Context: an optimization exercise on an open-source flow, tuned for small area and a short achievable clock period. The choices shown serve that exercise and are no tape-out recipe. Function was checked by simulation only, so behaviour that the tests miss may differ from the original. No activity file was given, so power comes from the tool's default toggle rates.

## design.v

```verilog
module rdm630_core (
    input  wire         clk,
    input  wire         rst,         
    input  wire         rx_valid,
    input  wire [7:0]   rx_data,
    output wire         rx_ready,
    input  wire         eval,
    output wire         res_valid,
    output wire [1:0]   res,
    output wire         fvalid,
    output wire [111:0] frame,
    output wire         xst,
    output wire [39:0]  card,
    output wire [7:0]   csum,
    output wire [7:0]   p6
);
    localparam [7:0] START_B = 8'h02;
    localparam [7:0] END_B   = 8'h03;
    reg [4:0]   cursor;      
    reg         in_frame;
    reg         ok;          
    reg [7:0]   buf_q [0:13];
    reg [111:0] frame_q;     
    reg         fvalid_q;
    wire full = cursor[4];                   
    assign rx_ready = !full && !rst;
    wire fire     = rx_valid && rx_ready;
    wire is_start = (rx_data == START_B);
    wire is_end   = (rx_data == END_B);
    wire is_hex   = ((rx_data >= 8'h30) && (rx_data <= 8'h39)) ||
                    ((rx_data >= 8'h41) && (rx_data <= 8'h46));
    wire st    = fire && is_start;               
    wire app   = fire && in_frame && !is_start;  
    wire c13 = (cursor == 5'd13);
    wire c14 = (cursor == 5'd14);
    wire c15 = (cursor >= 5'd15);
    wire [4:0] cursor_rx   = st ? 5'd1 : app ? cursor + 5'd1 : cursor;
    wire       in_frame_rx = st ? 1'b1 : (app && is_end) ? 1'b0 : in_frame;
    wire       ok_rx       = st ? 1'b1 :
                             app ? (ok && (c13 ? is_end : is_hex)) : ok;
    wire [13:0] we;
    genvar g;
    generate
        for (g = 0; g < 14; g = g + 1) begin : g_we
            if (g == 0)
                assign we[g] = st || (app && cursor == 5'd0);
            else
                assign we[g] = app && (cursor == g);
        end
    endgenerate
    wire do_eval = eval && !rst;
    wire mark  = (rx_data[7:1] == 7'b0000001);       
    wire apnd  = in_frame && !full;                  
    wire [1:0] r0 = c15 ? 2'd3 : c14 ? (ok ? 2'd1 : 2'd2) : 2'd0;
    wire [1:0] ra = (c14 || c15) ? 2'd3 : c13 ? 2'd2 : 2'd0;   
    wire [1:0] re = (c14 || c15) ? 2'd3 : c13 ? (ok ? 2'd1 : 2'd2) : 2'd0;
    wire [1:0] pn = apnd ? ra : r0;
    wire [1:0] pe = apnd ? re : r0;
    wire [1:0] ps = full ? r0 : 2'd0;
    wire [1:0] res_mark  = !rx_valid ? r0 : rx_data[0] ? pe : ps;
    wire [1:0] res_other = !rx_valid ? r0 : pn;
    assign res_valid = do_eval;
    assign res = mark ? res_mark : res_other;
    wire cap  = do_eval && (cursor_rx == 5'd14);
    wire over = do_eval && (cursor_rx >  5'd14);
    always @(posedge clk) begin
        if (rst) begin
            cursor   <= 5'd0;
            in_frame <= 1'b0;
            fvalid_q <= 1'b0;
            ok       <= 1'b0;
        end else begin
            in_frame <= in_frame_rx;
            if (cap || over) begin
                cursor   <= 5'd0;
                ok       <= 1'b0;
                fvalid_q <= cap && ok_rx;
            end else begin
                cursor   <= cursor_rx;
                ok       <= ok_rx;
            end
        end
    end
    integer i;
    always @(posedge clk) begin
        for (i = 0; i < 14; i = i + 1)
            if (we[i])
                buf_q[i] <= rx_data;
    end
    wire [7:0] byte13 = we[13] ? rx_data : buf_q[13];
    always @(posedge clk) begin
        if (cap) begin
            for (i = 0; i < 13; i = i + 1)
                frame_q[111-8*i -: 8] <= buf_q[i];
            frame_q[7:0] <= byte13;
        end
    end
    assign fvalid = fvalid_q;
    assign xst    = !fvalid_q;
    assign frame  = frame_q;
    function [3:0] hexval;
        input [7:0] c;
        begin
            hexval = {c[3] | c[6],
                      c[2] | (c[6] & c[1] & c[0]),
                      c[1] ^ (c[6] & c[0]),
                      c[0] ^ c[6]};
        end
    endfunction
    wire [7:0] pair [0:5];
    generate
        for (g = 0; g < 6; g = g + 1) begin : g_pair
            assign pair[g] = {hexval(frame_q[111-8*(1+2*g) -: 8]),
                              hexval(frame_q[111-8*(2+2*g) -: 8])};
        end
        for (g = 0; g < 5; g = g + 1) begin : g_card
            assign card[39-8*g -: 8] = pair[g];
        end
    endgenerate
    assign csum = pair[0] ^ pair[1] ^ pair[2] ^ pair[3] ^ pair[4];
    assign p6   = pair[5];
endmodule
```

## standard.sh

```bash
#!/bin/bash
# synth_recipe.tcl (not shown) runs the flow's synth.tcl, then flattens the netlist and writes it again
# the make line also repeats each setting of config.mk as NAME=value (left out here)
make -C /OpenROAD-flow-scripts/flow DESIGN_CONFIG=/design/flow/config.mk WORK_HOME=/design/flow/orfs CLKGATE_MAP_FILE= SYNTH_SCRIPT=/design/flow/synth_recipe.tcl "${@:-finish}"
```

## flow/run.sh

```bash
#!/bin/bash
set -euo pipefail
bash standard.sh \
    "BUFFER_PORTS_ARGS=-buffer_cell sky130_fd_sc_hd__buf_1" \
    "SETUP_SLACK_MARGIN=6" \
    "CTS_CLUSTER_SIZE=30" \
    "CTS_CLUSTER_DIAMETER=80" \
    "CTS_BUF_LIST=sky130_fd_sc_hd__clkbuf_16" \
    "ABC_AREA=1" \
    "CORE_UTILIZATION=65" \
    finish > flow_make.log 2>&1
```

## config.mk

```make
export PLATFORM = sky130hd
export DESIGN_NAME = rdm630_core
export DESIGN_NICKNAME = rdm630_core
export VERILOG_FILES = /design/flow/design.v
export SDC_FILE = /design/flow/constraint.sdc
export NUM_CORES = 4
export LEC_CHECK = 0
export CAP_MARGIN = 20
export CORE_MARGIN = 2
export CORE_UTILIZATION = 40
export SLEW_MARGIN = 20
```

## constraint.sdc

```tcl
create_clock -name core_clock -period 10.0 [get_ports {clk}]
set_input_delay 2.0000 -clock core_clock [delete_from_list [all_inputs] [get_ports {clk}]]
set_output_delay 2.0000 -clock core_clock [all_outputs]
set_load 0.01 [all_outputs]
```

==> results of run 1 <==
-- sequential cells by signal (all words and copies together), names as in the netlist --
register and cells:
buf_q 112, cursor 5, fvalid_q 1, frame_q 112
ok 1, in_frame 1
-- final timing paths --
path / startpoint / to / depth (start not counted)
worst min register to register: buf_q[9][5] / frame_q[37] / 0
worst max register to register: cursor[4] / frame_q[10] / 8
worst max-delay path: rx_data[0] / res[1] / 11
worst min-delay path: buf_q[9][5] / frame_q[37] / 0
-- worst max-delay path: cells and delay by family --
| kind | cells | cell delay [ps] |
|---|---|---|
| buffers and inverters | 3 | 350 |
| AOI/OAI and AO/OA | 2 | 160 |
| and+or+nand+nor | 6 | 530 |
-- cell usage after synthesis (all sizes together) --
| cell type | instances |
|---|---|
| a21o | 2 |
| a21oi | 5 |
| a31o | 10 |
| buf | 1 |
| clkinv | 1 |
| dfxtp | 16 |
| edfxtp | 216 |
| ha | 17 |
| inv | 55 |
| nand2 | 69 |
| nand3 | 25 |
| nand3b | 1 |
| nand4 | 2 |
| nor2 | 49 |
| nor3 | 4 |
| o21ai | 18 |
| o31ai | 2 |
| or2 | 8 |
| xnor2 | 17 |
| xor2 | 20 |
-- routing by layer --
layer	track usage (%)	share of wire (%)
met1	31.61	39
met2	44.36	53
met3	2.682	5.4
met4	7.068	1.9
met5	0	0
-- layout by cell type, fill, tap and decap left out, types with 4 or more instances in the layout --
master / n
xnor2_1: 14
xor2_1: 14
a31o_2: 9
nor2_1: 27
buf_2: 6
xor2_2: 6
ha_2: 4
ha_1: 11
nand2_4: 10
edfxtp_1: 216
buf_8: 4
buf_6: 8
nand2_1: 53
buf_12: 4
dfxtp_1: 16
clkbuf_16: 11
nand3_1: 22
or2_2: 6
o21ai_2: 10
a21oi_1: 4
buf_1: 165
inv_1: 45
o21ai_0: 5
buf_4: 30
nor2_2: 12
nor2_4: 11
inv_2: 9
nand2_2: 5
-- timing repair --
item	4_1_cts	5_1_grt
gates resized for setup	77	27
endpoints found under the setup margin	138	11
pin swaps	10	14
endpoints found under the hold margin	0	0
buffers inserted	18	11
cloned	2	0
-- cell families after synthesis --
| group | after synthesis | share of synthesized area [%] |
|---|---|---|
| compound gates | 37 | 3.089 |
| flops | 232 | 78.89 |
| buf+inv | 57 | 2.625 |
| simple gates | 158 | 9.179 |
| xor+xnor | 37 | 3.756 |
| fa+ha+maj | 17 | 2.465 |
-- area by class of cell --
type | count | area share [%]
clock buffers | 11 | 2.605
clock inverters | 6 | 0.2605
inverters | 56 | 2.416
multi-input cells | 251 | 17.66
flip-flops and latches | 232 | 64.42
well taps | 176 | 2.084
repair buffers | 219 | 10.55
-- power by group --
part,switching [mW],internal (mW)
clock network,0.263,0.204
registers,0.0000473,1.05
logic,0.0230,0.0142
==> results.sh, run 1 <==
export IMPL_cts_sinks=232
export IMPL_setup_worst_path_class="in2out"
export IMPL_irDropWorstVdd_mv=0.09756
export IMPL_dr_total_vias=5140
export IMPL_dieArea_um2=14210
export IMPL_setup_viol=0
export IMPL_critPathSlowestCell="nor2_4"
export IMPL_status="timing/DRC/antenna clean"
export IMPL_synth_cell_types=31
export IMPL_synthToLayoutAreaGrowth_pct=22.45
export IMPL_drc=0
export IMPL_io_buffers=185
export IMPL_drt_iter0_markers=364
export IMPL_cts_tree="yes"
export IMPL_finalSetupTns_ps=0
export IMPL_ioPinCount=186
export IMPL_diodes=0
export IMPL_fin_crit_ps=5043
export IMPL_insertion_delay_ps=460
export IMPL_grt_pass1_vias=5012
export IMPL_cp_data_arrival_time_ps=3040
export IMPL_cts_path_max_buffers=3
export IMPL_nNetsFinal=800
export IMPL_num_rows=42
export IMPL_ys_warn_count=2
export IMPL_core_area_um2=13090
export IMPL_final_area_um2=10570
export IMPL_multi_input_area_um2=1866
export IMPL_initial_core_util_pct=65.94
export IMPL_synth_top_cell_area_share_pct=75.17
export IMPL_rsz0062_at_grt="yes"
export IMPL_drive_gt1_share_pct=22.06
export IMPL_leakagePower_nw=3.708
export IMPL_wl_per_cell_um=18.94
export IMPL_period_share_pct=50.43
export IMPL_regArea_um2=6807
export IMPL_synth_largest_area_cell="edfxtp_1"
export IMPL_synth_seq_cells=232
export IMPL_synth_area_leaders="edfxtp_1 (75%), dfxtp_1 (3.7%), nand2_1 (2.6%), ha_1 (2.5%), xor2_1 (2.0%)"
export IMPL_cts_buffers=11
export IMPL_gp_congestion=0.8669
export IMPL_overflow=0
export IMPL_slew_viol_final=0
export IMPL_routed_wl_um=18010
export IMPL_grt_first_pass_wirelength_um=26380
export IMPL_max_slew_worst_pin_slew_ps=891.4
export IMPL_power_mw=1.554
export IMPL_yosysSeqAreaShare_pct=78.89
export IMPL_holdCritPathClass="reg2reg"
export IMPL_power_density_nw_per_um2=147.1
export IMPL_final_util_pct=80.74
export IMPL_ant_nets=0
export IMPL_fin_skew_ps=16.72
export IMPL_avgSynthCellArea_um2=16.04
export IMPL_hold_viol_final=0
export IMPL_clock_root_buffer="clkbuf_16"
export IMPL_critical_path_cell_chain="buf_8, buf_12, nor2_4, nand2_4, nor2_8, nor3_2, o21ai_1, nand3_1, nand2_1, o21ai_2, buf_2"
export IMPL_r2r_slack_ps=7420
export IMPL_worstSetupStartpointType="input port"
export IMPL_dp_hpwl_um=11490
export IMPL_crit_required_ps=8000
export IMPL_grt_max_degree=73
export IMPL_fin_hold_ws_ps=424.4
export IMPL_synthesis_area_um2=8628
export IMPL_hold_buffers=0
export IMPL_endpoint_kind="output pin"
export IMPL_drv_cap=0
export IMPL_dp_cells=903
export IMPL_post_place_ws_ps=4142
export IMPL_dieHeight_um=119.2
export IMPL_max_freq_ghz=0.1983
export IMPL_syn_nets=567
export IMPL_htreeDepth=1
export IMPL_layout_cells_non_filler=951
export IMPL_cp_max_fo=3
export IMPL_placed_cell_area_um2=9716
export IMPL_drt_pass1_iterations=5
export IMPL_nFillCells=686
export IMPL_grtUsageTotal_pct=24.51
export IMPL_syn_inst=538
export IMPL_relSlewSlack_pct=40.36
export IMPL_worst_slack_ps=4957
export IMPL_die_w_um=119.2
export IMPL_max_stage_delay_ps=130
export IMPL_vias_per_cell=5.405
export IMPL_antenna_found_initial=0
export IMPL_clkTransAtPathRegs_ps=110
==> inputs of run 2 (changes only) <==
--- a/flow/run.sh
+++ b/flow/run.sh
@@ -7,5 +7,4 @@
     "CTS_CLUSTER_DIAMETER=80" \
     "CTS_BUF_LIST=sky130_fd_sc_hd__clkbuf_16" \
     "ABC_AREA=1" \
-    "CORE_UTILIZATION=65" \
     finish > flow_make.log 2>&1
==> run 2 against run 1 <==
  * Clock power is 15% higher
  * Non-clock buffer count is 10 higher
  * Cell area is 3.2% higher
  * Synthesized area stayed put
  * Sequential share of layout area is 2.0 points lower
  * Cell count is 12% higher
  * Synthesized cell count stayed put
  * Largest power group unchanged
  * Still clean
  * Fmax is 0.75% lower
  * Highest routed layer unchanged
==> results.sh, run 2 <==
export IMPL_cp_max_fo=3
export IMPL_p_comb_share_pct=2.5
export IMPL_finalSetupTns_ps=0
export IMPL_avgSynthCellArea_um2=16.04
export IMPL_yosysMostFrequentCell="edfxtp_1"
export IMPL_max_slew_worst_pin_slew_ps=877.6
export IMPL_cts_tree="yes"
export IMPL_diodes=0
export IMPL_nFillCells=1768
export IMPL_drc=0
export IMPL_syn_nets=567
export IMPL_period_share_pct=50.82
export IMPL_grt_pass1_vias=4932
export IMPL_yosysSeqAreaShare_pct=78.89
export IMPL_worstSetupStartpointType="input port"
export IMPL_hold_viol_final=0
export IMPL_cts_sinks=232
export IMPL_drt_pass1_iterations=4
export IMPL_ant_nets=0
export IMPL_regArea_um2=6807
export IMPL_endpoint_kind="output pin"
export IMPL_final_common_cell="edfxtp_1"
export IMPL_grt_max_degree=82
export IMPL_final_area_um2=10910
export IMPL_drive_gt1_share_pct=24.02
export IMPL_fin_crit_ps=5082
export IMPL_cts_buffers=12
export IMPL_top_regs="buf_q x112, frame_q x112, cursor x5"
export IMPL_synth_cell_types=31
export IMPL_synth_seq_cells=232
export IMPL_ioPinCount=186
export IMPL_cts_path_max_buffers=3
export IMPL_grtUsageTotal_pct=16.32
export IMPL_clkTransAtPathRegs_ps=110
export IMPL_worst_slack_ps=4918
export IMPL_p_int_mw=1.312
export IMPL_insertion_delay_ps=470
export IMPL_multi_input_area_um2=1939
export IMPL_setup_worst_path_class="in2out"
export IMPL_core_area_um2=21090
export IMPL_power_density_nw_per_um2=149.1
export IMPL_overflow=0
export IMPL_gp_congestion=0.8778
export IMPL_switching_share_pct=19.33
export IMPL_p_seq_share_pct=64.6
export IMPL_ys_warn_count=2
export IMPL_synth_edf_count=216
export IMPL_post_place_ws_ps=4277
export IMPL_synth_largest_area_cell="edfxtp_1"
export IMPL_crit_required_ps=8000
export IMPL_final_util_pct=51.73
export IMPL_routed_wl_um=19310
export IMPL_p_switching_mw=0.3142
export IMPL_max_freq_ghz=0.1968
export IMPL_dieHeight_um=150.9
export IMPL_dieArea_um2=22760
export IMPL_fin_skew_ps=20.94
export IMPL_synthTopCellsByCount="edfxtp_1 (216), nand2_1 (60), inv_1 (46), nor2_1 (35), nand3_1 (23)"
export IMPL_cp_data_arrival_time_ps=3080
export IMPL_synth_area_leaders="edfxtp_1 (75%), dfxtp_1 (3.7%), nand2_1 (2.6%), ha_1 (2.5%), xor2_1 (2.0%)"
export IMPL_power_mw=1.626
export IMPL_slew_viol_final=0
export IMPL_initial_core_util_pct=40.92
export IMPL_status="timing/DRC/antenna clean"
export IMPL_htreeDepth=1
export IMPL_dr_total_vias=5024
export IMPL_syn_inst=538
export IMPL_die_w_um=150.9
export IMPL_synthToLayoutAreaGrowth_pct=26.42
export IMPL_synthesis_area_um2=8628
export IMPL_wl_per_cell_um=18.18
export IMPL_relSlewSlack_pct=41.43
export IMPL_rsz0062_at_grt="yes"
export IMPL_async_flop_share_pct=0
export IMPL_leakagePower_nw=3.808
export IMPL_nNetsFinal=810
export IMPL_placed_cell_area_um2=9882
export IMPL_dp_hpwl_um=12560
export IMPL_drt_iter0_markers=238
export IMPL_holdCritPathClass="reg2reg"
export IMPL_grt_first_pass_wirelength_um=27680
export IMPL_antenna_found_initial=0
export IMPL_synth_top_cell_area_share_pct=75.17
export IMPL_drv_cap=0
export IMPL_layout_common_cells="edfxtp_1 (216), buf_1 (167), nand2_1 (52)"
export IMPL_vias_per_cell=4.731
export IMPL_clock_root_buffer="clkbuf_16"
export IMPL_num_rows=53
export IMPL_io_buffers=185
export IMPL_setup_viol=0
export IMPL_irDropWorstVdd_mv=0.08498
export IMPL_p_clk_share_pct=32.9
export IMPL_synthFlopType="edfxtp_1"
-- run 2: kinds of logic after synthesis --
group	count (synthesis)	synth area share, %
flip-flops	232	78.89
AND/OR/NAND/NOR	158	9.179
buffers and inverters	57	2.625
AO/OA/AOI/OAI	37	3.089
XOR/XNOR	37	3.756
adder cells (fa/ha/maj)	17	2.465
-- run 2: path summary, 6_finish.rpt --
path	from	endpoint	slack, ps	cells past startpoint
max	rx_data[1]	res[1]	4920	12
min	buf_q[10][4]	frame_q[28]	410	0
max reg2reg	cursor[0]	frame_q[3]	7450	10
min reg2reg	buf_q[10][4]	frame_q[28]	410	0
-- run 2: power groups by stage --
stage / clock network, mW / logic (mW) / registers [mW]
2_1_floorplan: 0 / 0.00954 / 1.07
4_1_cts: 0.549 / 0.0402 / 1.05
3_3_place_gp: 0 / 0.0271 / 1.07
3_5_place_dp: 0 / 0.0277 / 1.07
6_report: 0.535 / 0.0414 / 1.05
5_1_grt: 0.585 / 0.0444 / 1.05
-- run 2: critical path, cell delays in order --
cell     delay [ps]
buf_6            80
buf_12          120
inv_12           30
nor2_4          130
nand2_4          80
nor2_8          130
nor3_2           40
o21ai_1         110
nand3_1          90
nand2_1          80
o21ai_2          50
buf_2           130
-- run 2: layout make-up --
| type | count | share of cell area (%) |
|---|---|---|
| repair buffers | 229 | 10.76 |
| clock buffers | 13 | 2.982 |
| clock inverters | 7 | 0.5850 |
| multi-input cells | 250 | 17.78 |
| flip-flops and latches | 232 | 62.40 |
| inverters | 56 | 2.340 |
| well taps | 275 | 3.154 |
-- run 2: per-layer routing --
metal  up-vias  share of wire (%)  global-route usage [%]
li1       2375                  -                       -
met1      2468                 42                   20.57
met2       154                 51                   29.27
met3        27                5.0                   2.380
met4         0                2.2                   4.860
met5         -                  0                       0
-- run 2: what timing repair did --
item | in CTS | in global routing
hold buffers | 0 | 0
gates cloned | 1 | 0
pin swaps | 14 | 18
setup endpoints to repair | 121 | 11
gates resized for setup | 57 | 33
buffers inserted | 24 | 10
-- run 2: per-stage QoR --
stage / cells / hold slack, ps
finish: 1062 / 405.5
global route: 1062 / 407.1
CTS: 1052 / 410.1
detailed placement: 1007 / 404.5
global placement: 1007 / 401.5
floorplan: 538 / 400.3
==> inputs of run 3 (changes only) <==
==> flow/run.sh (replaced) <==
#!/bin/bash
set -euo pipefail
bash standard.sh \
    "BUFFER_PORTS_ARGS=-buffer_cell sky130_fd_sc_hd__buf_1" \
    "SETUP_SLACK_MARGIN=5" \
    "CTS_CLUSTER_SIZE=50" \
    "CTS_CLUSTER_DIAMETER=60" \
    "CTS_BUF_LIST=sky130_fd_sc_hd__clkbuf_16" \
    finish > flow_make.log 2>&1
==> run 3 against run 2 <==
  * Still clean on timing, DRC and antenna
  * Cell count is 13% lower
  * Global-route usage is 1.4 points lower
  * Wire length is 9.0% lower
  * Core utilization is 2.8 points lower
  * Non-clock buffer count is 29 lower
  * Count of clock-buffer cells in the layout stayed put
  * First-iteration DRC count is 40% higher
  * Cell area is 6.3% lower
  * Flip-flop and latch count stayed put
  * Fmax is 3.4% lower
  * Total power is 2.5% higher
  * Synthesized cell count is 20% lower
==> results.sh, run 3 <==
export IMPL_status="timing/DRC/antenna clean"
export IMPL_critPathSlowestCell="nor4b_4"
export IMPL_vias_per_cell=4.861
export IMPL_r2r_end="frame_q[4]"
export IMPL_cts_tree="yes"
export IMPL_syn_nets=462
export IMPL_relSlewSlack_pct=31.42
export IMPL_period_share_pct=52.63
export IMPL_yosysMostFrequentCell="edfxtp_1"
export IMPL_dp_cells=896
export IMPL_insertion_delay_ps=480
export IMPL_cts_sinks=232
export IMPL_ys_warn_count=2
export IMPL_final_util_pct=48.91
export IMPL_r2r_slack_ps=6770
export IMPL_num_rows=53
export IMPL_yosysSeqAreaShare_pct=80.26
export IMPL_grt_first_pass_wirelength_um=25210
export IMPL_power_density_nw_per_um2=163.2
export IMPL_dieHeight_um=149.6
export IMPL_final_common_cell="edfxtp_1"
export IMPL_hp_start="buf_q[0][5]"
export IMPL_clkTransAtPathRegs_ps=120
export IMPL_synth_top_cell_area_share_pct=76.48
export IMPL_synthToLayoutAreaGrowth_pct=20.48
export IMPL_cts_path_max_buffers=3
export IMPL_wl_per_cell_um=19.00
export IMPL_grt_max_degree=59
export IMPL_synth_edf_count=216
export IMPL_htreeDepth=1
export IMPL_synth_seq_cells=232
export IMPL_grtUsageTotal_pct=14.90
export IMPL_ant_nets=0
export IMPL_grt_pass1_vias=4252
export IMPL_ioPinCount=186
export IMPL_rr_startpoint="cursor[4]"
export IMPL_cp_max_fo=18
export IMPL_hold_viol_final=0
export IMPL_core_area_um2=20890
export IMPL_highest_layer="met4"
export IMPL_max_slew_worst_pin_slew_ps=1020
export IMPL_synthFlopType="edfxtp_1"
export IMPL_routed_wl_um=17580
export IMPL_wl_met3_um=1179
export IMPL_crit_required_ps=8000
export IMPL_top_regs="buf_q x112, frame_q x112, cursor x5"
export IMPL_cp_data_arrival_time_ps=3260
export IMPL_drt_pass1_iterations=4
export IMPL_drt_iter0_markers=334
export IMPL_synth_area_leaders="edfxtp_1 (76%), dfxtp_1 (3.8%), ha_1 (2.5%), xor2_1 (1.7%), xnor2_1 (1.3%)"
export IMPL_critical_path_cell_chain="buf_1, buf_6, nor4b_4, buf_4, and2_1, o221ai_2, buf_2"
export IMPL_fin_skew_ps=24.70
export IMPL_worst_slack_ps=4737
export IMPL_reg2reg_depth=6
export IMPL_max_stage_delay_ps=310
export IMPL_holdCritPathClass="reg2reg"
export IMPL_async_flop_share_pct=0
export IMPL_synth_largest_area_cell="edfxtp_1"
export IMPL_hold_buffers=0
export IMPL_dieArea_um2=22380
export IMPL_synthTopCellsByCount="edfxtp_1 (216), ha_1 (17), dfxtp_1 (16), xor2_1 (16)"
export IMPL_worstSetupStartpointType="input port"
export IMPL_post_place_ws_ps=4164
export IMPL_synth_cell_types=53
export IMPL_initial_core_util_pct=40.60
export IMPL_cts_buffers=13
export IMPL_gp_congestion=0.7991
export IMPL_layout_common_cells="edfxtp_1 (216), buf_1 (179), ha_1 (17)"
export IMPL_dr_total_vias=4496
export IMPL_max_freq_ghz=0.1900
export IMPL_hold_depth=0
export IMPL_slew_viol_final=0
export IMPL_endpoint_kind="output pin"
export IMPL_dp_hpwl_um=12030
export IMPL_leakagePower_nw=3.303
export IMPL_final_area_um2=10220
export IMPL_power_mw=1.667
export IMPL_overflow=0
export IMPL_layout_cells_non_filler=925
export IMPL_diodes=0
export IMPL_antenna_found_initial=0
export IMPL_die_w_um=149.6
export IMPL_routed_wl_met2_um=8661
export IMPL_synthesis_area_um2=8481
export IMPL_min_to="frame_q[109]"
export IMPL_m1WireLength_um=7567
export IMPL_syn_inst=433
export IMPL_placed_cell_area_um2=9565
export IMPL_fin_hold_ws_ps=405.2
export IMPL_clock_root_buffer="clkbuf_16"
export IMPL_fin_crit_ps=5263
export IMPL_drive_gt1_share_pct=13.69
export IMPL_irDropWorstVdd_mv=0.09040
export IMPL_io_buffers=185
export IMPL_setup_worst_path_class="in2out"
export IMPL_setup_viol=0
export IMPL_drc=0
export IMPL_avgSynthCellArea_um2=19.59
export IMPL_finalSetupTns_ps=0
export IMPL_rsz0062_at_grt="yes"
export IMPL_nNetsFinal=673
export IMPL_drv_cap=0
## run 3: routing by layer
metal  global-route usage, %  vias to the layer above
met2                   24.70                      154
met4                   3.381                        0
li1                        -                     2091
met5                       0                        -
met1                   21.19                     2239
met3                   1.951                       12
## run 3: critical path, delay by kind of cell
kind / cells / cell delay [ps]
buffers and inverters: 4 / 600
AO/OA/AOI/OAI: 1 / 110
AND/OR/NAND/NOR: 2 / 520
## run 3: worst max path at each step
| stage | startpoint | to | slack (ps) |
|---|---|---|---|
| after detailed placement | rx_data[7] | frame_q[6] | 4160 |
| after global placement | rx_data[7] | res[1] | 4220 |
| after CTS | rx_data[2] | res[1] | 4600 |
| final | rx_data[6] | res[1] | 4740 |
| after floorplan | rx_data[2] | res[1] | 5000 |
| after global routing | rx_data[7] | res[1] | 4620 |
## run 3: cell type report
type / instances / area, µm²
multi-input combinational: 189 / 1703
sequential: 232 / 6807
inverter: 8 / 30.03
timing repair buffer: 200 / 872.1
tap: 275 / 344.1
fill: 1772 / 10670
clock buffer: 13 / 325.3
clock inverter: 8 / 136.4
## run 3: cells by family (layout without fill, tap and decap cells)
kind of cell,after synthesis,count (layout),synth area share [%]
flops,232,232,80.26
fa+ha+maj,17,17,2.508
compound gates,42,42,3.733
mux,9,9,1.180
simple gates,82,83,6.256
xor+xnor,38,38,5.370
buf+inv,13,229,0.6933
## run 3: power breakdown
part / switching (mW) / internal [mW] / leakage [nW]
Clock: 0.327 / 0.265 / 0.220
Sequential: 0.0000497 / 1.05 / 2.09
Combinational: 0.0179 / 0.00817 / 0.992
## run 3: timing repair
action / CTS / global route
setup buffers: 3 / 4
pin swaps: 4 / 6
gates resized for setup: 19 / 18
setup endpoints to repair: 57 / 57
cloned: 0 / 1
==> inputs of run 4 (changes only) <==
==> flow/run.sh (replaced) <==
#!/bin/bash
set -euo pipefail
bash standard.sh \
    "BUFFER_PORTS_ARGS=-buffer_cell sky130_fd_sc_hd__buf_1" \
    "SETUP_SLACK_MARGIN=5.3" \
    finish > flow_make.log 2>&1
--- a/config.mk
+++ b/config.mk
@@ -5,7 +5,12 @@
 export SDC_FILE = /design/flow/constraint.sdc
 export NUM_CORES = 4
 export LEC_CHECK = 0
+export ABC_AREA = 1
 export CAP_MARGIN = 20
 export CORE_MARGIN = 2
 export CORE_UTILIZATION = 40
+export CTS_BUF_LIST = sky130_fd_sc_hd__clkbuf_16
+export CTS_CLUSTER_DIAMETER = 80
+export CTS_CLUSTER_SIZE = 30
+export SETUP_SLACK_MARGIN = 5
 export SLEW_MARGIN = 20
==> run 4 against run 3 <==
  * Via count up 8.6%
  * Synthesized area up 1.7%
  * Sequential power about the same
  * Flip-flop and latch count unchanged
  * Cell area up 1.9%
  * Clock skew down 6.3 ps
  * Total power down 3.0%
  * Wire length up 4.6%
  * First-iteration DRC count down 5.1%
  * Highest routed layer unchanged
==> results.sh, run 4 <==
export IMPL_max_stage_delay_ps=130
export IMPL_crit_buf_inv=3
export IMPL_status="timing/DRC/antenna clean"
export IMPL_endpoint="res[0]"
export IMPL_fin_skew_ps=18.42
export IMPL_avgSynthCellArea_um2=16.04
export IMPL_slew_viol_final=0
export IMPL_p_comb_share_pct=2.0
export IMPL_final_area_um2=10420
export IMPL_cts_buffers=12
export IMPL_synth_area_leaders="edfxtp_1 (75%), dfxtp_1 (3.7%), nand2_1 (2.6%), ha_1 (2.5%), xor2_1 (2.0%)"
export IMPL_overflow=0
export IMPL_antenna_found_initial=0
export IMPL_switching_share_pct=19.26
export IMPL_final_common_cell="edfxtp_1"
export IMPL_grt_first_pass_wirelength_um=26420
export IMPL_synth_cell_types=31
export IMPL_ys_warn_count=2
export IMPL_fin_hold_ws_ps=411.4
export IMPL_period_share_pct=50.73
export IMPL_cp_data_arrival_time_ps=3070
export IMPL_drt_pass1_iterations=4
export IMPL_initial_core_util_pct=40.92
export IMPL_p_clk_share_pct=33.1
export IMPL_insertion_delay_ps=470
export IMPL_drt_iter0_markers=317
export IMPL_critPathSlowestCell="buf_12"
export IMPL_cts_path_max_buffers=3
export IMPL_finalSetupTns_ps=0
export IMPL_diodes=0
export IMPL_rr_startpoint="cursor[0]"
export IMPL_synthToLayoutAreaGrowth_pct=20.72
export IMPL_synthFlopType="edfxtp_1"
export IMPL_clkTransAtPathRegs_ps=100
export IMPL_p_int_mw=1.305
export IMPL_core_area_um2=21090
export IMPL_placed_cell_area_um2=9842
export IMPL_grt_pass1_vias=4738
export IMPL_synth_largest_area_cell="edfxtp_1"
export IMPL_ant_nets=0
export IMPL_synth_top_cell_area_share_pct=75.17
export IMPL_drive_gt1_share_pct=16.75
export IMPL_grt_max_degree=83
export IMPL_yosysMostFrequentCell="edfxtp_1"
export IMPL_dp_hpwl_um=12700
export IMPL_cp_max_fo=4
export IMPL_leakagePower_nw=3.570
export IMPL_cts_sinks=232
export IMPL_synthTopCellsByCount="edfxtp_1 (216), nand2_1 (60), inv_1 (46), nor2_1 (35), nand3_1 (23)"
export IMPL_htreeDepth=1
export IMPL_r2r_slack_ps=6930
export IMPL_async_flop_share_pct=0
export IMPL_cpLargestDelayFamily="simple AND/OR/NAND/NOR gates"
export IMPL_synthesis_area_um2=8628
export IMPL_grtUsageTotal_pct=15.34
export IMPL_gp_congestion=0.8462
export IMPL_die_w_um=150.9
export IMPL_fin_crit_ps=5073
export IMPL_setup_worst_path_class="in2out"
export IMPL_cts_tree="yes"
export IMPL_hold_viol_final=0
export IMPL_setup_viol=0
export IMPL_drv_cap=0
export IMPL_power_density_nw_per_um2=155.2
export IMPL_power_mw=1.617
export IMPL_wl_per_cell_um=17.80
export IMPL_reg2reg_depth=11
export IMPL_max_slew_worst_pin_slew_ps=872.3
export IMPL_critical_path_cell_chain="buf_6, buf_12, nor2_4, nand2_4, nor2_8, nor3_2, o21ai_1, nand2_1, nand2_2, o21ai_2, buf_2"
export IMPL_dieHeight_um=150.9
export IMPL_rsz0062_at_grt="yes"
export IMPL_layout_common_cells="edfxtp_1 (216), buf_1 (176), nand2_1 (52)"
export IMPL_dr_total_vias=4882
export IMPL_io_buffers=185
export IMPL_clock_root_buffer="clkbuf_16"
export IMPL_ioPinCount=186
export IMPL_irDropWorstVdd_mv=0.1134
export IMPL_synth_edf_count=216
export IMPL_crit_cells=11
export IMPL_num_rows=53
export IMPL_p_switching_mw=0.3114
export IMPL_cp_startpoint="rx_data[2]"
export IMPL_p_seq_share_pct=64.9
export IMPL_endpoint_kind="output pin"
export IMPL_max_freq_ghz=0.1971
export IMPL_holdCritPathClass="reg2reg"
export IMPL_top_regs="buf_q x112, frame_q x112, cursor x5"
export IMPL_relSlewSlack_pct=41.79
export IMPL_yosysSeqAreaShare_pct=78.89
export IMPL_drc=0
export IMPL_dieArea_um2=22760
export IMPL_synth_seq_cells=232
export IMPL_crit_required_ps=8000
export IMPL_routed_wl_um=18380
export IMPL_vias_per_cell=4.726
export IMPL_nFillCells=1850
export IMPL_r2r_end="frame_q[9]"
export IMPL_syn_inst=538
export IMPL_nNetsFinal=783
export IMPL_worstSetupStartpointType="input port"
export IMPL_syn_nets=567
run 4: cell count changes after synthesis, sizes merged, moves of 4 or more:
cell	previous run	this run
xnor3	4	0
nor3	9	4
nand2b	4	0
xor3	4	0
mux2	8	0
or2	12	8
xnor2	13	17
inv	8	55
nand3	5	25
nor2	14	49
o21ai	6	18
nor4	6	0
nand2	11	69
run 4: kinds of logic (layout without fill, tap and decap cells):
family	count (synthesis)	after routing	synth area share, %
AO/OA/AOI/OAI	37	37	3.089
XOR/XNOR	37	37	3.756
buffers and inverters	57	276	2.625
AND/OR/NAND/NOR	158	159	9.179
adder cells (fa/ha/maj)	17	17	2.465
flip-flops	232	232	78.89
run 4: what timing repair did:
item,CTS,global route
pin swaps,8,6
resized for setup,47,3
buffers inserted,7,2
cloned,0,1
hold buffers,0,0
endpoints found under the setup margin,84,84
run 4: worst min path at each step:
stage,slack (ps),cells past startpoint,to,startpoint
finish,410,0,frame_q[103],buf_q[1][7]
global route,420,0,frame_q[95],buf_q[2][7]
CTS,410,0,frame_q[103],buf_q[1][7]
detailed placement,400,0,frame_q[21],buf_q[11][5]
global placement,400,0,frame_q[38],buf_q[9][6]
floorplan,400,0,frame_q[100],buf_q[1][4]
run 4: power groups by stage:
stage | sequential (mW) | clock [mW] | combinational, mW
6_report | 1.05 | 0.535 | 0.0325
5_1_grt | 1.05 | 0.589 | 0.0349
4_1_cts | 1.05 | 0.552 | 0.0321
3_5_place_dp | 1.07 | 0 | 0.0251
3_3_place_gp | 1.07 | 0 | 0.0244
2_1_floorplan | 1.07 | 0 | 0.00902
run 4: cell type report:
class / instances / area (µm²) / area share, %
sequential: 232 / 6807 / 65.35
multi-input combinational: 250 / 1728 / 16.59
timing repair buffer: 202 / 913.4 / 8.769
tap: 275 / 344.1 / 3.303
clock buffer: 13 / 325.3 / 3.123
inverter: 56 / 242.7 / 2.330
clock inverter: 5 / 56.30 / 0.5405
run 4: metrics by stage:
step	cells	setup WS (ps)	utilization [%]
6_report	1033	4927	49.39
5_1_grt	1033	4879	49.39
4_1_cts	1030	4952	49.25
3_5_place_dp	1005	4134	46.67
3_3_place_gp	1005	4295	46.67
2_1_floorplan	538	5149	-
run 4: routing by layer:
layer	track usage [%]	part of all wire, %	wire (µm)
met4	4.393	2.3	420
met2	27.39	51	9445
met1	19.81	42	7664
met5	0	0	0
met3	1.807	4.6	852
==> inputs of run 5 (changes only) <==
==> flow/run.sh (replaced) <==
#!/bin/bash
set -euo pipefail
bash standard.sh \
    "BUFFER_PORTS_ARGS=-buffer_cell sky130_fd_sc_hd__buf_1" \
    finish > flow_make.log 2>&1
==> run 5 against run 4 <==
  * Cell area shrank 1.9%
  * Largest cell class unchanged
  * Sequential share of layout area grew 1.3 points
  * Critical path depth shrank 1
  * Total power shrank 4.2%
  * Clock power shrank 12%
  * Register-to-register slack lost 250 ps
  * Flip-flop and latch count is the same
  * Core utilization shrank 0.94 points
  * Still clean
  * Critical path type unchanged
==> results.sh, run 5 <==
export IMPL_die_w_um=150.9
export IMPL_nNetsFinal=774
export IMPL_drt_pass1_iterations=5
export IMPL_cp_data_arrival_time_ps=2980
export IMPL_r2r_slack_ps=6680
export IMPL_final_area_um2=10220
export IMPL_max_freq_ghz=0.2007
export IMPL_initial_core_util_pct=40.92
export IMPL_synthTopCellsByCount="edfxtp_1 (216), nand2_1 (60), inv_1 (46), nor2_1 (35), nand3_1 (23)"
export IMPL_cts_path_max_buffers=3
export IMPL_placed_cell_area_um2=9708
export IMPL_setup_viol=0
export IMPL_clock_root_buffer="clkbuf_16"
export IMPL_nFillCells=1857
export IMPL_ioPinCount=186
export IMPL_routed_wl_um=17640
export IMPL_cts_tree="yes"
export IMPL_insertion_delay_ps=450
export IMPL_cts_sinks=232
export IMPL_drc=0
export IMPL_multi_input_area_um2=1668
export IMPL_grt_pass1_vias=4652
export IMPL_irDropWorstVdd_mv=0.09055
export IMPL_io_buffers=185
export IMPL_wl_per_cell_um=17.26
export IMPL_grt_first_pass_wirelength_um=26120
export IMPL_endpoint_kind="output pin"
export IMPL_gp_congestion=0.8719
export IMPL_drt_iter0_markers=268
export IMPL_slew_viol_final=0
export IMPL_fin_skew_ps=12.26
export IMPL_muxShareOfSynthArea_pct=0
export IMPL_dieArea_um2=22760
export IMPL_regArea_um2=6807
export IMPL_holdCritPathClass="reg2reg"
export IMPL_max_slew_worst_pin_slew_ps=1005
export IMPL_synth_top_family_by_area="simple AND/OR/NAND/NOR gates"
export IMPL_vias_per_cell=4.714
export IMPL_worstSetupStartpointType="input port"
export IMPL_avgSynthCellArea_um2=16.04
export IMPL_finalSetupTns_ps=0
export IMPL_diodes=0
export IMPL_core_area_um2=21090
export IMPL_synthSimpleGateAreaFrac_pct=9.179
export IMPL_drv_cap=0
export IMPL_layout_common_cells="edfxtp_1 (216), buf_1 (175), nand2_1 (56)"
export IMPL_async_flop_share_pct=0
export IMPL_synth_xor_area_share_pct=3.756
export IMPL_crit_required_ps=8000
export IMPL_synth_top_cell_area_share_pct=75.17
export IMPL_synthFlopType="edfxtp_1"
export IMPL_drive_gt1_share_pct=14.59
export IMPL_grtUsageTotal_pct=15.13
export IMPL_synth_compound_area_share_pct=3.089
export IMPL_dieHeight_um=150.9
export IMPL_syn_inst=538
export IMPL_cp_max_fo=16
export IMPL_synth_area_leaders="edfxtp_1 (75%), dfxtp_1 (3.7%), nand2_1 (2.6%), ha_1 (2.5%), xor2_1 (2.0%)"
export IMPL_final_common_cell="edfxtp_1"
export IMPL_leakagePower_nw=3.489
export IMPL_syn_nets=567
export IMPL_num_rows=53
export IMPL_synth_edf_count=216
export IMPL_hold_buffers=0
export IMPL_synth_largest_area_cell="edfxtp_1"
export IMPL_antenna_found_initial=0
export IMPL_synthToLayoutAreaGrowth_pct=18.42
export IMPL_setup_worst_path_class="in2out"
export IMPL_dp_hpwl_um=12360
export IMPL_overflow=0
export IMPL_clkTransAtPathRegs_ps=100
export IMPL_synth_seq_cells=232
export IMPL_yosysMostFrequentCell="edfxtp_1"
export IMPL_cts_buffers=11
export IMPL_dp_cells=1003
export IMPL_fin_hold_ws_ps=425.4
export IMPL_htreeDepth=1
export IMPL_top_regs="buf_q x112, frame_q x112, cursor x5"
export IMPL_period_share_pct=49.82
export IMPL_grt_max_degree=80
export IMPL_synthesis_area_um2=8628
export IMPL_synthAdderAreaFrac_pct=2.465
export IMPL_relSlewSlack_pct=32.81
export IMPL_layout_cells_non_filler=1022
export IMPL_yosysSeqAreaShare_pct=78.89
export IMPL_fin_crit_ps=4982
export IMPL_synth_cell_types=31
export IMPL_status="timing/DRC/antenna clean"
export IMPL_ant_nets=0
export IMPL_hold_viol_final=0
export IMPL_ys_warn_count=2
export IMPL_final_util_pct=48.45
export IMPL_dr_total_vias=4818
export IMPL_power_density_nw_per_um2=151.6
export IMPL_rsz0062_at_grt="yes"
==> run 5: cell counts after synthesis <==
Identical to the previous run, type by type.
==> run 5: layout make-up <==
class / instances / share of cell area [%]
sequential: 232 / 66.62
clock buffer: 11 / 2.694
timing repair buffer: 195 / 8.548
multi-input combinational: 249 / 16.32
clock inverter: 4 / 0.1959
inverter: 56 / 2.253
tap: 275 / 3.368
==> run 5: cells by family after synthesis <==
family,after synthesis
xor gates and xnor gates,37
AOI/OAI and AO/OA,37
adders and majority gates,17
DFF,232
and+or+nand+nor,158
buffers and inverters,57
==> run 5: path summary, 6_finish.rpt <==
path,to,cells past startpoint,start
worst max-delay path,res[1],10,rx_data[3]
worst min-delay path,frame_q[43],0,buf_q[8][3]
worst max register to register,frame_q[107],11,cursor[0]
worst min register to register,frame_q[43],0,buf_q[8][3]
==> run 5: power breakdown <==
| part | switching [mW] | total (mW) | internal (mW) | leakage, nW |
|---|---|---|---|---|
| combinational | 0.0206 | 0.0298 | 0.00929 | 1.28 |
| clock | 0.266 | 0.469 | 0.203 | 0.156 |
| sequential | 0.0000418 | 1.05 | 1.05 | 2.05 |
==> run 5: layer usage <==
metal  global-route usage (%)  share of wire, %  vias up
met4                    3.925               1.4        0
li1                         -                 -     2307
met5                        0                 0        -
met2                    25.91                50      135
met1                    20.51                43     2359
met3                    2.048               5.2       17
==> run 5: repair_timing <==
item                                   CTS  global route
gates resized for setup                 69            18
buffers inserted                         3             1
pin swaps                                6             9
endpoints found under the hold margin    0             0
setup endpoints to repair               81            81
==> run 5: stage by stage <==
stage / setup WS, ps / power, mW
CTS: 4964 / 1.559
detailed placement: 4165 / 1.094
global placement: 4232 / 1.093
global route: 4893 / 1.602
finish: 5018 / 1.549
floorplan: 5111 / 1.079
==> run 5: worst max-delay path, stage by stage <==
cell and delay [ps]:
buf_12 130, nor2_4 150, nand2_4 80, nor2_8 130, nor3_2 40, o21ai_1 100
nand3_1 90, nand2_1 60, o21ai_1 60, buf_2 130
==> inputs of run 6 (changes only) <==
--- a/design.v
+++ b/design.v
@@ -49,7 +49,6 @@
         end
     endgenerate
     wire do_eval = eval && !rst;
-    wire mark  = (rx_data[7:1] == 7'b0000001);       
     wire apnd  = in_frame && !full;                  
     wire [1:0] r0 = c15 ? 2'd3 : c14 ? (ok ? 2'd1 : 2'd2) : 2'd0;
     wire [1:0] ra = (c14 || c15) ? 2'd3 : c13 ? 2'd2 : 2'd0;   
@@ -57,10 +56,16 @@
     wire [1:0] pn = apnd ? ra : r0;
     wire [1:0] pe = apnd ? re : r0;
     wire [1:0] ps = full ? r0 : 2'd0;
-    wire [1:0] res_mark  = !rx_valid ? r0 : rx_data[0] ? pe : ps;
-    wire [1:0] res_other = !rx_valid ? r0 : pn;
     assign res_valid = do_eval;
-    assign res = mark ? res_mark : res_other;
+    rdm630_res u_res (
+        .rx_valid (rx_valid),
+        .rx_data  (rx_data),
+        .r0       (r0),
+        .pn       (pn),
+        .pe       (pe),
+        .ps       (ps),
+        .res      (res)
+    );
     wire cap  = do_eval && (cursor_rx == 5'd14);
     wire over = do_eval && (cursor_rx >  5'd14);
     always @(posedge clk) begin
@@ -120,3 +125,17 @@
     assign csum = pair[0] ^ pair[1] ^ pair[2] ^ pair[3] ^ pair[4];
     assign p6   = pair[5];
 endmodule
+module rdm630_res (
+    input  wire       rx_valid,
+    input  wire [7:0] rx_data,
+    input  wire [1:0] r0,
+    input  wire [1:0] pn,
+    input  wire [1:0] pe,
+    input  wire [1:0] ps,
+    output wire [1:0] res
+);
+    wire mark = (rx_data[7:1] == 7'b0000001);    
+    wire [1:0] res_mark  = !rx_valid ? r0 : rx_data[0] ? pe : ps;
+    wire [1:0] res_other = !rx_valid ? r0 : pn;
+    assign res = mark ? res_mark : res_other;
+endmodule
--- a/config.mk
+++ b/config.mk
@@ -5,7 +5,6 @@
 export SDC_FILE = /design/flow/constraint.sdc
 export NUM_CORES = 4
 export LEC_CHECK = 0
-export ABC_AREA = 1
 export CAP_MARGIN = 20
 export CORE_MARGIN = 2
 export CORE_UTILIZATION = 40
@@ -14,3 +13,5 @@
 export CTS_CLUSTER_SIZE = 30
 export SETUP_SLACK_MARGIN = 5
 export SLEW_MARGIN = 20
+export SYNTH_HIERARCHICAL = 1
+export SYNTH_MINIMUM_KEEP_SIZE = 0
==> run 6 against run 5 <==
  * Worst hold slack worse by 8.7 ps
  * Flip-flop and latch count stayed put
  * Cell count is 7.8% lower
  * Core utilization is 0.41 points higher
  * Still clean on timing, DRC and antenna
  * Clock skew hardly changed
  * Worst setup slack worse by 210 ps
  * Largest cell class unchanged
==> results.sh, run 6 <==
export IMPL_status="timing/DRC/antenna clean"
export IMPL_syn_inst=441
export IMPL_post_place_ws_ps=4136
export IMPL_avgSynthCellArea_um2=19.32
export IMPL_synth_compound_area_share_pct=3.863
export IMPL_htreeDepth=1
export IMPL_clkTransAtPathRegs_ps=110
export IMPL_synthTopCellsByCount="edfxtp_1 (216), ha_1 (17), xor2_1 (17), dfxtp_1 (16), nor2_1 (14)"
export IMPL_dr_total_vias=4681
export IMPL_critical_path_cell_chain="buf_6, buf_8, or4_4, o211ai_1, nand3_1, buf_2"
export IMPL_hold_depth=0
export IMPL_setup_worst_path_class="in2out"
export IMPL_reg2reg_depth=8
export IMPL_diodes=0
export IMPL_initial_core_util_pct=40.65
export IMPL_nFillCells=1799
export IMPL_dp_hpwl_um=12070
export IMPL_holdCritPathClass="reg2reg"
export IMPL_p_comb_share_pct=2.1
export IMPL_final_util_pct=48.86
export IMPL_endpoint_kind="output pin"
export IMPL_synthSimpleGateAreaFrac_pct=6.625
export IMPL_worstSetupStartpointType="input port"
export IMPL_synth_seq_cells=232
export IMPL_power_density_nw_per_um2=158.3
export IMPL_use_met2_pct=27.10
export IMPL_synthAdderAreaFrac_pct=2.497
export IMPL_num_rows=53
export IMPL_synth_top_family_by_area="simple AND/OR/NAND/NOR gates"
export IMPL_wl_per_cell_um=19.81
export IMPL_yosysMostFrequentCell="edfxtp_1"
export IMPL_cts_path_max_buffers=3
export IMPL_busiest_layer="met2"
export IMPL_switching_share_pct=19.29
export IMPL_ant_nets=0
export IMPL_synth_edf_count=216
export IMPL_final_common_cell="edfxtp_1"
export IMPL_drt_iter0_markers=353
export IMPL_rsz0062_at_grt="yes"
export IMPL_worst_slack_ps=4804
export IMPL_crit_buf_inv=3
export IMPL_cts_buffers=12
export IMPL_cts_tree="yes"
export IMPL_use_met1_pct=20.56
export IMPL_leakagePower_nw=3.412
export IMPL_ioPinCount=186
export IMPL_synth_top_cell_area_share_pct=76.15
export IMPL_p_seq_share_pct=64.8
export IMPL_grtUsageTotal_pct=15.58
export IMPL_muxShareOfSynthArea_pct=1.307
export IMPL_cp_data_arrival_time_ps=3200
export IMPL_cp_max_fo=3
export IMPL_max_stage_delay_ps=530
export IMPL_synthesis_area_um2=8518
export IMPL_antenna_found_initial=0
export IMPL_irDropWorstVdd_mv=0.09047
export IMPL_grt_first_pass_wirelength_um=26360
export IMPL_max_slew_worst_pin_slew_ps=802.7
export IMPL_relSlewSlack_pct=46.29
export IMPL_fin_crit_ps=5196
export IMPL_crit_cells=6
export IMPL_synth_area_leaders="edfxtp_1 (76%), dfxtp_1 (3.8%), ha_1 (2.5%), xor2_1 (1.7%), xnor2_1 (1.3%)"
export IMPL_crit_required_ps=8000
export IMPL_synthToLayoutAreaGrowth_pct=20.20
export IMPL_gr_usage_met3_pct=2.012
export IMPL_top_regs="buf_q x112, frame_q x112, cursor x5"
export IMPL_yosysSeqAreaShare_pct=79.91
export IMPL_cts_sinks=232
export IMPL_drv_cap=0
export IMPL_drt_pass1_iterations=5
export IMPL_async_flop_share_pct=0
export IMPL_die_w_um=149.9
export IMPL_p_switching_mw=0.3126
export IMPL_nNetsFinal=691
export IMPL_fin_skew_ps=12.70
export IMPL_vias_per_cell=4.969
export IMPL_core_area_um2=20960
export IMPL_grt_pass1_vias=4483
export IMPL_synth_xor_area_share_pct=5.259
export IMPL_dieArea_um2=22480
export IMPL_drc=0
export IMPL_ys_warn_count=8
export IMPL_synthFlopType="edfxtp_1"
export IMPL_max_freq_ghz=0.1924
export IMPL_period_share_pct=51.96
export IMPL_cpLargestDelayFamily="simple AND/OR/NAND/NOR gates"
export IMPL_overflow=0
export IMPL_dieHeight_um=149.9
export IMPL_syn_nets=470
export IMPL_regArea_um2=6807
export IMPL_routed_wl_um=18670
export IMPL_p_clk_share_pct=33.1
export IMPL_critPathSlowestCell="or4_4"
export IMPL_synth_cell_types=56
export IMPL_drive_gt1_share_pct=14.69
export IMPL_dp_cells=902
export IMPL_hold_viol_final=0
export IMPL_io_buffers=185
export IMPL_setup_viol=0
export IMPL_insertion_delay_ps=470
export IMPL_synth_largest_area_cell="edfxtp_1"
export IMPL_p_int_mw=1.309
export IMPL_slew_viol_final=0
export IMPL_layout_cells_non_filler=942
export IMPL_finalSetupTns_ps=0
export IMPL_gp_congestion=0.7901
export IMPL_clock_root_buffer="clkbuf_16"
export IMPL_hold_buffers=0
export IMPL_layout_common_cells="edfxtp_1 (216), buf_1 (177), buf_4 (19)"
export IMPL_multi_input_area_um2=1705
export IMPL_grt_max_degree=58
## run 6: cell count changes in the layout (fill, tap and decap cells not counted), moves of 8 or more
cell / previous run / this run
nand3_1: 23 / 6
nor2_4: 11 / 0
nand2_1: 56 / 13
inv_2: 10 / 0
buf_4: 8 / 19
inv_1: 44 / 8
nor2_1: 30 / 14
o21ai_2: 8 / 0
## run 6: modules after synthesis, one instance, submodules excluded
module	flops+latches	area (µm²)
rdm630_res	0	106.4
rdm630_core	232	8412
## run 6: cell families after synthesis
family	Yosys count
mux	10
xor+xnor	38
buf+inv	12
flops	232
compound gates	41
fa+ha+maj	17
simple gates	91
## run 6: timing repair
| action | 4_1_cts | 5_1_grt |
|---|---|---|
| setup buffers | 13 | 4 |
| resized for setup | 27 | 6 |
| endpoints found under the hold margin | 0 | 0 |
| cloned | 2 | 2 |
| endpoints found under the setup margin | 59 | 59 |
| pin swaps | 4 | 1 |
## run 6: worst register-to-register path, stage by stage (launching register included)
cell	delay (ps)
dfxtp_1	380
ha_1	280
and3_1	210
ha_1	270
nor4bb_1	60
a2111oi_0	510
nor4b_4	370
and2_4	370
buf_8	400
## run 6: metrics by stage
| step | cell area, µm² | hold slack [ps] | total power [mW] |
|---|---|---|---|
| 4_1_cts | 10170 | 417.3 | 1.632 |
| 2_1_floorplan | 8521 | 400.3 | 1.078 |
| 3_3_place_gp | 9588 | 403.6 | 1.093 |
| 6_report | 10240 | 416.7 | 1.621 |
| 3_5_place_dp | 9593 | 404.5 | 1.094 |
| 5_1_grt | 10240 | 417.1 | 1.671 |
## run 6: final cells by class
| cell class | instances | share of cell area (%) |
|---|---|---|
| Tap cell | 275 | 3.361 |
| Inverter | 6 | 0.2200 |
| Clock inverter | 6 | 0.5133 |
| Timing Repair Buffer | 211 | 9.593 |
| Sequential cell | 232 | 66.48 |
| Clock buffer | 13 | 3.177 |
| Multi-Input combinational cell | 199 | 16.66 |
## run 6: per-layer routing
metal  up-vias  share of wire (%)
met2       202                 49
met3        23                6.7
met4         0                2.6
met5         -                  0
li1       2148                  -
met1      2308                 42
## run 6: power by group through the flow
stage                     logic (mW)  registers, mW  clock network (mW)
final                         0.0340           1.05               0.537
after global routing          0.0361           1.05               0.585
after CTS                     0.0331           1.05               0.549
after global placement        0.0210           1.07                   0
after detailed placement      0.0219           1.07                   0
after floorplan              0.00517           1.07                   0
## run 6: path summary, 6_finish.rpt
check | endpoint | slack, ps | startpoint
setup / recovery | res[0] | 4800 | rx_data[3]
hold / removal | frame_q[12] | 420 | buf_q[12][4]
setup reg to reg | frame_q[43] | 6780 | cursor[0]
hold reg to reg | frame_q[12] | 420 | buf_q[12][4]
==> inputs of run 7 (changes only) <==
--- a/config.mk
+++ b/config.mk
@@ -5,9 +5,10 @@
 export SDC_FILE = /design/flow/constraint.sdc
 export NUM_CORES = 4
 export LEC_CHECK = 0
+export ABC_AREA = 1
 export CAP_MARGIN = 20
 export CORE_MARGIN = 2
-export CORE_UTILIZATION = 40
+export CORE_UTILIZATION = 55
 export CTS_BUF_LIST = sky130_fd_sc_hd__clkbuf_16
 export CTS_CLUSTER_DIAMETER = 80
 export CTS_CLUSTER_SIZE = 30
==> run 7 against run 6 <==
  * Still clean
  * Global-route usage rose by 3.5 points
  * Sequential power barely moved
  * Combinational power fell by 24%
  * Critical path depth rose by 1
  * Synthesized area rose by 0.62%
  * Via count rose by 1.4%
  * Non-clock buffer count fell by 19
  * Die area fell by 26%
  * Clock power fell by 14%
  * Register-to-register slack improved by 450 ps
  * Total power fell by 5.1%
  * Fmax rose by 6.1%
  * Critical endpoint is now res[1]
  * Largest power group unchanged
==> results.sh, run 7 <==
export IMPL_status="timing/DRC/antenna clean"
export IMPL_cts_tree="yes"
export IMPL_synth_top_family_by_area="simple AND/OR/NAND/NOR gates"
export IMPL_fin_skew_ps=14.72
export IMPL_period_share_pct=48.98
export IMPL_nNetsFinal=770
export IMPL_final_common_cell="edfxtp_1"
export IMPL_syn_inst=540
export IMPL_synth_xor_area_share_pct=4.190
export IMPL_cts_path_max_buffers=3
export IMPL_p_int_mw=1.260
export IMPL_cp_max_fo=17
export IMPL_cp_data_arrival_time_ps=2900
export IMPL_routed_wl_um=15860
export IMPL_dieArea_um2=16600
export IMPL_clock_root_buffer="clkbuf_16"
export IMPL_grt_first_pass_wirelength_um=23980
export IMPL_setup_worst_path_class="in2out"
export IMPL_synthFlopType="edfxtp_1"
export IMPL_synth_seq_cells=232
export IMPL_grt_pass1_vias=4628
export IMPL_drc=0
export IMPL_worst_slack_ps=5102
export IMPL_cp_common_cell="nand2_1"
export IMPL_num_rows=45
export IMPL_cts_resized_gates=21
export IMPL_crit_required_ps=8000
export IMPL_synth_area_leaders="edfxtp_1 (76%), dfxtp_1 (3.7%), nand2_1 (3.1%), ha_1 (2.5%), xor2_1 (2.2%)"
export IMPL_vias_per_cell=5.098
export IMPL_synth_compound_area_share_pct=2.642
export IMPL_cts_sinks=232
export IMPL_syn_nets=569
export IMPL_leakagePower_nw=3.388
export IMPL_p_comb_share_pct=1.7
export IMPL_antenna_found_initial=0
export IMPL_wl_per_cell_um=17.03
export IMPL_power_density_nw_per_um2=155.3
export IMPL_diodes=0
export IMPL_critical_path_cell_chain="clkbuf_4, nor2_1, nand2_1, nor2_2, nand2_1, nand2_1, buf_1"
export IMPL_ant_nets=0
export IMPL_finalSetupTns_ps=0
export IMPL_drt_iter0_markers=205
export IMPL_initial_core_util_pct=56.38
export IMPL_grtUsageTotal_pct=19.05
export IMPL_htreeDepth=1
export IMPL_insertion_delay_ps=450
export IMPL_dieHeight_um=128.8
export IMPL_max_slew_worst_pin_slew_ps=899.4
export IMPL_drive_gt1_share_pct=10.90
export IMPL_p_clk_share_pct=30.0
export IMPL_max_freq_ghz=0.2042
export IMPL_synthTopCellsByCount="edfxtp_1 (216), nand2_1 (70), inv_1 (51), nor2_1 (34), xor2_1 (22)"
export IMPL_switching_share_pct=18.09
export IMPL_synth_top_cell_area_share_pct=75.68
export IMPL_top_regs="buf_q x112, frame_q x112, cursor x5"
export IMPL_core_area_um2=15200
export IMPL_postCtsSetupRepairBufs=0
export IMPL_p_switching_mw=0.2784
export IMPL_layout_common_cells="edfxtp_1 (216), buf_1 (179), nand2_1 (68)"
export IMPL_relSlewSlack_pct=40.04
export IMPL_rsz0062_at_grt="no"
export IMPL_cts_buffers=11
export IMPL_overflow=0
export IMPL_synth_largest_area_cell="edfxtp_1"
export IMPL_die_w_um=128.8
export IMPL_dr_total_vias=4746
export IMPL_dp_hpwl_um=10980
export IMPL_drt_pass1_iterations=4
export IMPL_yosysMostFrequentCell="edfxtp_1"
export IMPL_synthesis_area_um2=8571
export IMPL_max_stage_delay_ps=210
export IMPL_hold_buffers=0
export IMPL_synth_cell_types=31
export IMPL_slew_viol_final=0
export IMPL_multi_input_area_um2=1579
export IMPL_irDropWorstVdd_mv=0.1321
export IMPL_gp_congestion=0.8481
export IMPL_fin_crit_ps=4898
export IMPL_synth_edf_count=216
export IMPL_async_flop_share_pct=0
export IMPL_ioPinCount=186
export IMPL_endpoint_kind="output pin"
export IMPL_yosysSeqAreaShare_pct=79.42
export IMPL_regArea_um2=6809
export IMPL_holdCritPathClass="reg2reg"
export IMPL_clkTransAtPathRegs_ps=100
export IMPL_muxShareOfSynthArea_pct=0
export IMPL_critPathSlowestCell="clkbuf_4"
export IMPL_p_seq_share_pct=68.4
export IMPL_worstSetupStartpointType="input port"
export IMPL_synthSimpleGateAreaFrac_pct=8.540
export IMPL_synthAdderAreaFrac_pct=2.482
export IMPL_synthToLayoutAreaGrowth_pct=15.59
export IMPL_avgSynthCellArea_um2=15.87
export IMPL_drv_cap=0
export IMPL_setup_viol=0
export IMPL_ys_warn_count=8
export IMPL_hold_viol_final=0
export IMPL_post_place_ws_ps=4474
export IMPL_nFillCells=1130
export IMPL_grt_max_degree=69
export IMPL_io_buffers=185
-- run 7: modules after synthesis, one instance, submodules excluded --
module / area [µm²] / cells inside / flip-flops and latches
rdm630_core: 8408 / 498 / 232
rdm630_res: 162.7 / 42 / 0
-- run 7: final timing paths --
kind | start | endpoint | slack (ps) | cells past startpoint
hold reg to reg | buf_q[5][2] | frame_q[66] | 420 | 0
setup reg to reg | cursor[4] | frame_q[90] | 7230 | 9
hold / removal | buf_q[5][2] | frame_q[66] | 420 | 0
setup / recovery | rx_data[5] | res[1] | 5100 | 7
-- run 7: cells by family (layout without fill, tap and decap cells) --
| group | Yosys count | in the layout |
|---|---|---|
| flops | 232 | 232 |
| simple gates | 156 | 156 |
| buf+inv | 60 | 263 |
| xor+xnor | 41 | 41 |
| compound gates | 34 | 34 |
| fa+ha+maj | 17 | 17 |
-- run 7: metrics by stage --
stage               power (mW)  util (%)  hold slack [ps]  instance area, µm²  std cells
finish                   1.539     65.17            424.4                9907        931
CTS                      1.555     65.00            426.5                9882        931
floorplan                1.084         -            400.3                8598        540
global route             1.587     65.17            428.6                9907        931
detailed placement       1.099     62.96            404.5                9572        916
global placement         1.098     62.86            402.0                9557        916
-- run 7: area by class of cell --
class	instances	area share [%]
clock buffer	11	2.778
tap	188	2.374
sequential	232	68.73
multi-input combinational	248	15.94
clock inverter	4	0.2021
timing repair buffer	192	7.805
inverter	56	2.172
-- run 7: per-layer routing --
metal	part of all wire (%)	routed length, µm	vias to the layer above	track usage (%)
met4	0.93	147	0	4.220
met3	5.8	912	10	2.578
li1	-	-	2291	-
met2	52	8252	160	34.83
met1	41	6545	2285	24.49
met5	0	0	-	0
-- run 7: worst max-delay path: cells and delay by family --
kind | cells | cell delay, ps
and+or+nand+nor | 5 | 530
buffers and inverters | 2 | 360
-- run 7: power groups by stage --
stage,clock [mW],sequential [mW],combinational [mW]
floorplan,0,1.07,0.00920
global placement,0,1.07,0.0234
detailed placement,0,1.07,0.0250
CTS,0.477,1.05,0.0257
global route,0.506,1.05,0.0289
finish,0.461,1.05,0.0257
==> inputs of run 8 (changes only) <==
==> flow/run.sh (replaced) <==
#!/bin/bash
set -euo pipefail
bash standard.sh \
    "BUFFER_PORTS_ARGS=-buffer_cell sky130_fd_sc_hd__buf_1" \
    "SETUP_SLACK_MARGIN=5.4" \
    finish > flow_make.log 2>&1
--- a/config.mk
+++ b/config.mk
@@ -8,7 +8,7 @@
 export ABC_AREA = 1
 export CAP_MARGIN = 20
 export CORE_MARGIN = 2
-export CORE_UTILIZATION = 55
+export CORE_UTILIZATION = 40
 export CTS_BUF_LIST = sky130_fd_sc_hd__clkbuf_16
 export CTS_CLUSTER_DIAMETER = 80
 export CTS_CLUSTER_SIZE = 30
==> run 8 against run 7 <==
  * Still clean
  * Cell area is 5.6% higher
  * Synthesized area stayed put
  * Core utilization is 15 points lower
  * Worst setup slack better by 170 ps
  * Clock skew is 1.3 ps higher
  * Cell count is 12% higher
  * Wire length is 18% higher
==> results.sh, run 8 <==
export IMPL_vias_per_cell=4.765
export IMPL_overflow=0
export IMPL_fin_hold_ws_ps=420.4
export IMPL_ant_nets=0
export IMPL_synthFlopType="edfxtp_1"
export IMPL_rr_startpoint="cursor[0]"
export IMPL_cts_buffers=11
export IMPL_clkTransAtPathRegs_ps=110
export IMPL_status="timing/DRC/antenna clean"
export IMPL_layout_cells_non_filler=1046
export IMPL_critPathSlowestCell="buf_8"
export IMPL_drv_cap=0
export IMPL_worstSetupStartpointType="input port"
export IMPL_p_clk_share_pct=29.8
export IMPL_p_comb_share_pct=2.9
export IMPL_avgSynthCellArea_um2=15.87
export IMPL_cts_path_max_buffers=3
export IMPL_holdCritPathClass="reg2reg"
export IMPL_yosysSeqAreaShare_pct=79.42
export IMPL_routed_wl_um=18700
export IMPL_nFillCells=1815
export IMPL_dr_total_vias=4984
export IMPL_async_flop_share_pct=0
export IMPL_p_switching_mw=0.2894
export IMPL_irDropWorstVdd_mv=0.1044
export IMPL_period_share_pct=47.31
export IMPL_synth_seq_cells=232
export IMPL_nNetsFinal=798
export IMPL_power_density_nw_per_um2=149.4
export IMPL_grt_first_pass_wirelength_um=26880
export IMPL_synth_largest_area_cell="edfxtp_1"
export IMPL_max_slew_worst_pin_slew_ps=882.6
export IMPL_hold_buffers=0
export IMPL_grt_max_degree=81
export IMPL_drc=0
export IMPL_clock_root_buffer="clkbuf_16"
export IMPL_leakagePower_nw=3.608
export IMPL_layout_common_cells="edfxtp_1 (216), buf_1 (176), nand2_1 (62)"
export IMPL_htreeDepth=1
export IMPL_setup_worst_path_class="in2out"
export IMPL_grt_pass1_vias=4807
export IMPL_synthToLayoutAreaGrowth_pct=22.04
export IMPL_top_regs="buf_q x112, frame_q x112, cursor x5"
export IMPL_cts_sinks=232
export IMPL_initial_core_util_pct=40.77
export IMPL_antenna_found_initial=0
export IMPL_synth_cell_types=31
export IMPL_max_freq_ghz=0.2114
export IMPL_ioPinCount=186
export IMPL_switching_share_pct=18.51
export IMPL_core_area_um2=21020
export IMPL_cp_data_arrival_time_ps=2730
export IMPL_hold_viol_final=0
export IMPL_die_w_um=150.4
export IMPL_drt_iter0_markers=315
export IMPL_cp_startpoint="rx_data[2]"
export IMPL_synth_top_cell_area_share_pct=75.68
export IMPL_final_common_cell="edfxtp_1"
export IMPL_num_rows=53
export IMPL_setup_viol=0
export IMPL_final_util_pct=49.76
export IMPL_io_buffers=185
export IMPL_dp_hpwl_um=12230
export IMPL_cts_tree="yes"
export IMPL_slew_viol_final=0
export IMPL_gp_congestion=0.8757
export IMPL_drive_gt1_share_pct=16.73
export IMPL_crit_required_ps=8000
export IMPL_p_seq_share_pct=67.3
export IMPL_grtUsageTotal_pct=15.94
export IMPL_dp_cells=1008
-- run 8: cell types whose count changed in the layout (fill, tap and decap cells not counted), sizes merged --
| cell | previous run | this run |
|---|---|---|
| clkinv | 1 | 0 |
| nor2 | 40 | 41 |
| clkinvlp | 1 | 0 |
| clkbuf | 14 | 11 |
| inv | 58 | 60 |
| bufbuf | 0 | 2 |
| buf | 189 | 217 |
-- run 8: cell families (layout without fill, tap and decap cells) --
logic type | after synthesis | count (layout) | synth area share [%]
buffers and inverters | 60 | 290 | 2.730
AO/OA/AOI/OAI | 34 | 34 | 2.642
XOR/XNOR | 41 | 41 | 4.190
adder cells (fa/ha/maj) | 17 | 17 | 2.482
flip-flops | 232 | 232 | 79.42
AND/OR/NAND/NOR | 156 | 157 | 8.540
-- run 8: modules after synthesis (local to each module, per instance) --
module       cell area [µm²]  times used
rdm630_res             162.7           1
rdm630_core             8408           1
-- run 8: worst paths after layout --
path	endpoint	slack [ps]	cells after the start
max	res[1]	5270	8
min	frame_q[107]	420	0
max reg2reg	frame_q[16]	7120	11
min reg2reg	frame_q[107]	420	0
-- run 8: area by class of cell --
| type | count | area (µm²) | area share, % |
|---|---|---|---|
| Inverter | 56 | 220.2 | 2.105 |
| Clock inverter | 4 | 20.02 | 0.1914 |
| Tap cell | 275 | 344.1 | 3.289 |
| Clock buffer | 11 | 275.3 | 2.632 |
| Multi-Input combinational cell | 249 | 1663 | 15.90 |
| Sequential cell | 232 | 6817 | 65.17 |
| Timing Repair Buffer | 219 | 1121 | 10.72 |
-- run 8: routing by layer --
layer | vias to the layer above | wire [µm] | GRT usage, %
met5 | - | 0 | 0
met4 | 0 | 354 | 4.340
met3 | 21 | 1049 | 1.727
met2 | 178 | 9514 | 28.11
met1 | 2435 | 7784 | 21.04
li1 | 2350 | - | -
-- run 8: stage by stage --
stage | area (µm²) | worst slack [ps] | power, mW
after floorplan | 8621 | 5039 | 1.084
after global placement | 9726 | 4424 | 1.100
after detailed placement | 9726 | 4208 | 1.102
after CTS | 10360 | 5259 | 1.573
after global routing | 10460 | 5206 | 1.607
final | 10460 | 5269 | 1.563
-- run 8: what timing repair did --
action,CTS,global route
endpoints found under the setup margin,83,83
buffers inserted,18,2
resized for setup,48,22
cloned,3,0
pin swaps,13,5
-- run 8: power by group through the flow --
stage	Clock (mW)	Sequential [mW]	Combinational, mW
floorplan	0	1.07	0.00942
global placement	0	1.07	0.0262
detailed placement	0	1.07	0.0273
CTS	0.477	1.05	0.0442
global route	0.506	1.05	0.0491
finish	0.466	1.05	0.0460
-- run 8: worst max-delay path: cells and delay by family --
family        cells  cell delay (ps)
simple gates      5              380
buf+inv           3              340

Setup slack of run 8, layout unchanged: 5.269 ns with ideal ports, 5.235 ns with driving cells assumed (clock clkbuf_16, inputs buf_2), 5.124 ns with port delays also shifted by the 0.493 ns mid clock arrival.
